Context: an optimization exercise on an open-source flow, tuned for small area, a short achievable clock period and few clock cycles. The choices shown serve that exercise and are no tape-out recipe. Where RTL was checked, it was by simulation tests only, not by an equivalence proof against the original. Power figures rest on the tool's default switching activity, not on a simulated workload.

== the baseline ==
## eclog_core
module eclog_core (
    input  wire        clk,
    input  wire        rst,
    input  wire        in_valid,
    input  wire [7:0]  in_data,
    output reg         in_ready,
    output reg         out_valid,
    output reg  [7:0]  out_data,
    input  wire        out_ready,
    output wire        mem_req,
    output reg         mem_we,
    output reg  [10:0] mem_addr,
    output reg  [7:0]  mem_wdata,
    input  wire        mem_ready,
    input  wire [7:0]  mem_rdata
);
For scale: roughly 1200 cells after synthesis, about 52 I/O pins.
clock: 7.0 ns
lec_check: 0
abc_area: 1
cap_margin: 20
core_margin: 2
core_utilization: 60
place_density: 0.75
setup_slack_margin: 4.3
slew_margin: 20
standard.sh (not shown) runs the stock make flow with config.mk's settings and CLKGATE_MAP_FILE= SYNTH_SCRIPT=/design/flow/synth_recipe.tcl, a recipe that flattens the netlist after the stock synthesis.
==> flow/flow/run.sh <==
#!/bin/bash
# The standard layout (standard.sh, synthesis unchanged), with the
# input and output ports buffered by sky130_fd_sc_hd__buf_2 instead of the
# delay-cell buffer ORFS picks by default. make's full output goes to
# standard.log; ORFS keeps each step's log under orfs/logs/.
set -euo pipefail
export BUFFER_PORTS_ARGS="-buffer_cell sky130_fd_sc_hd__buf_2"
bash standard.sh > standard.log 2>&1
The baseline completed end to end with timing, DRC and antenna clean.
Edits applied to the flow inputs when going from the baseline to the candidate:
diff --git a/flow/design.v b/flow/design.v
--- a/flow/design.v
+++ b/flow/design.v
@@ -12,15 +12,15 @@
     input  wire        rst,
     input  wire        in_valid,
     input  wire [7:0]  in_data,
     output reg         in_ready,
     output reg         out_valid,
     output reg  [7:0]  out_data,
     input  wire        out_ready,
-    output wire        mem_req,
+    output reg         mem_req,
     output reg         mem_we,
     output reg  [10:0] mem_addr,
     output reg  [7:0]  mem_wdata,
     input  wire        mem_ready,
     input  wire [7:0]  mem_rdata
 );
     localparam [7:0] NL = 8'h0A;
@@ -312,15 +312,14 @@
         if (idle && !disp)
             oslot_n = 6'd0;
         else if (e_hex && ce && hex_last)
             oslot_n = oslot + 6'd1;
         else
             oslot_n = oslot;
     end
-    assign mem_req = mem_we || e_pay || !scan_done;
     always @(posedge clk) begin
         if (rst) begin
             e_msg     <= 1'b0;
             e_pay     <= 1'b0;
             e_hex     <= 1'b0;
             e_sel     <= 1'b0;
             ptr       <= 7'd0;
@@ -338,14 +337,15 @@
             rs        <= 1'b0;
             out_valid <= 1'b0;
             out_data  <= 8'h00;
             mem_we    <= 1'b0;
             mem_addr  <= 11'd0;
             mem_wdata <= 8'h00;
             in_ready  <= 1'b0;
+            mem_req   <= 1'b1;
         end else begin
             e_msg     <= e_msg_n;
             e_pay     <= e_pay_n;
             e_hex     <= e_hex_n;
             e_sel     <= e_sel_n;
             ptr       <= ptr_n;
             oslot     <= oslot_n;
@@ -363,10 +363,11 @@
             out_valid <= out_valid_n;
             out_data  <= out_data_n;
             mem_we    <= mem_we_n;
             mem_addr  <= mem_addr_n;
             mem_wdata <= mem_wdata_n;
             in_ready  <= !boot_n && !(e_msg_n || e_pay_n || e_hex_n || e_sel_n)
                          && !mem_we_n && !out_valid_n;
+            mem_req   <= mem_we_n || e_pay_n || !scan_done_n;
         end
     end
 endmodule
--- outcome ---
Between the baseline and the candidate, the routed via count divided by cell count does not differ in any meaningful way. Compared with the baseline, the candidate ends up with less cell area. The candidate: buffer and inverter count on the worst path is 2 higher than what the baseline reported. As of the candidate, final standard cell count with taps included and fillers excluded had fallen slightly compared to the baseline. Taking the baseline as the reference point, the final total power of the candidate falls by 25 uW. NOTE die area the baseline->the candidate decreased slightly. Adder-cell share of the synthesized area across the candidate and the baseline: no real change. Taking the baseline as the reference, in the candidate final critical-path required period shrank by 0.17 ns, part of the total power dissipated in the clock network shrank by 3.2 points. The candidate and the baseline ended up with nearly the same instance count after placement with tap cells included. On initial core utilization, the candidate and the baseline are basically level. Summary — non-clock buffer count, the candidate relative to the baseline: lower, by about 10%. Looking at the candidate and the baseline, the required time of the critical path is a wash. Maximum frequency, the candidate and the baseline, higher one = the candidate.
Testbench counts of the candidate, summed over its fixed seeds: cycles 45,479.
The RTL of the baseline was laid out without a check of its function.

## what the ideal ports hide
In the flow no input, the clock included, has a driving cell. The finished layouts below were timed again as built, in two steps. Step 1 sets driving cells, clkbuf_16 on the clock port and buf_2 on the other inputs (assumed; they add their load-dependent delay and slew). Step 2, shift: input delay + t, output delay - t, t = (earliest + latest rising clock arrival at the registers) / 2. This alone moves slack from input paths to output paths. Slacks: ideal ports / drivers / drivers and shift; pairs: ideal ports / drivers.
run | shift t [ns] | setup slack, ns | worst slew at a driven data input, ns
the baseline | 0.394 | 4.194 / 4.185 / 3.791 | 0.07
the candidate | 0.393 | 4.360 / 4.360 / 4.028 | 0.04
After both steps setup and hold are still met in every run listed. The setup slack of the baseline, which loses most, moves by -0.009 ns with the drivers and by -0.403 ns with both steps.
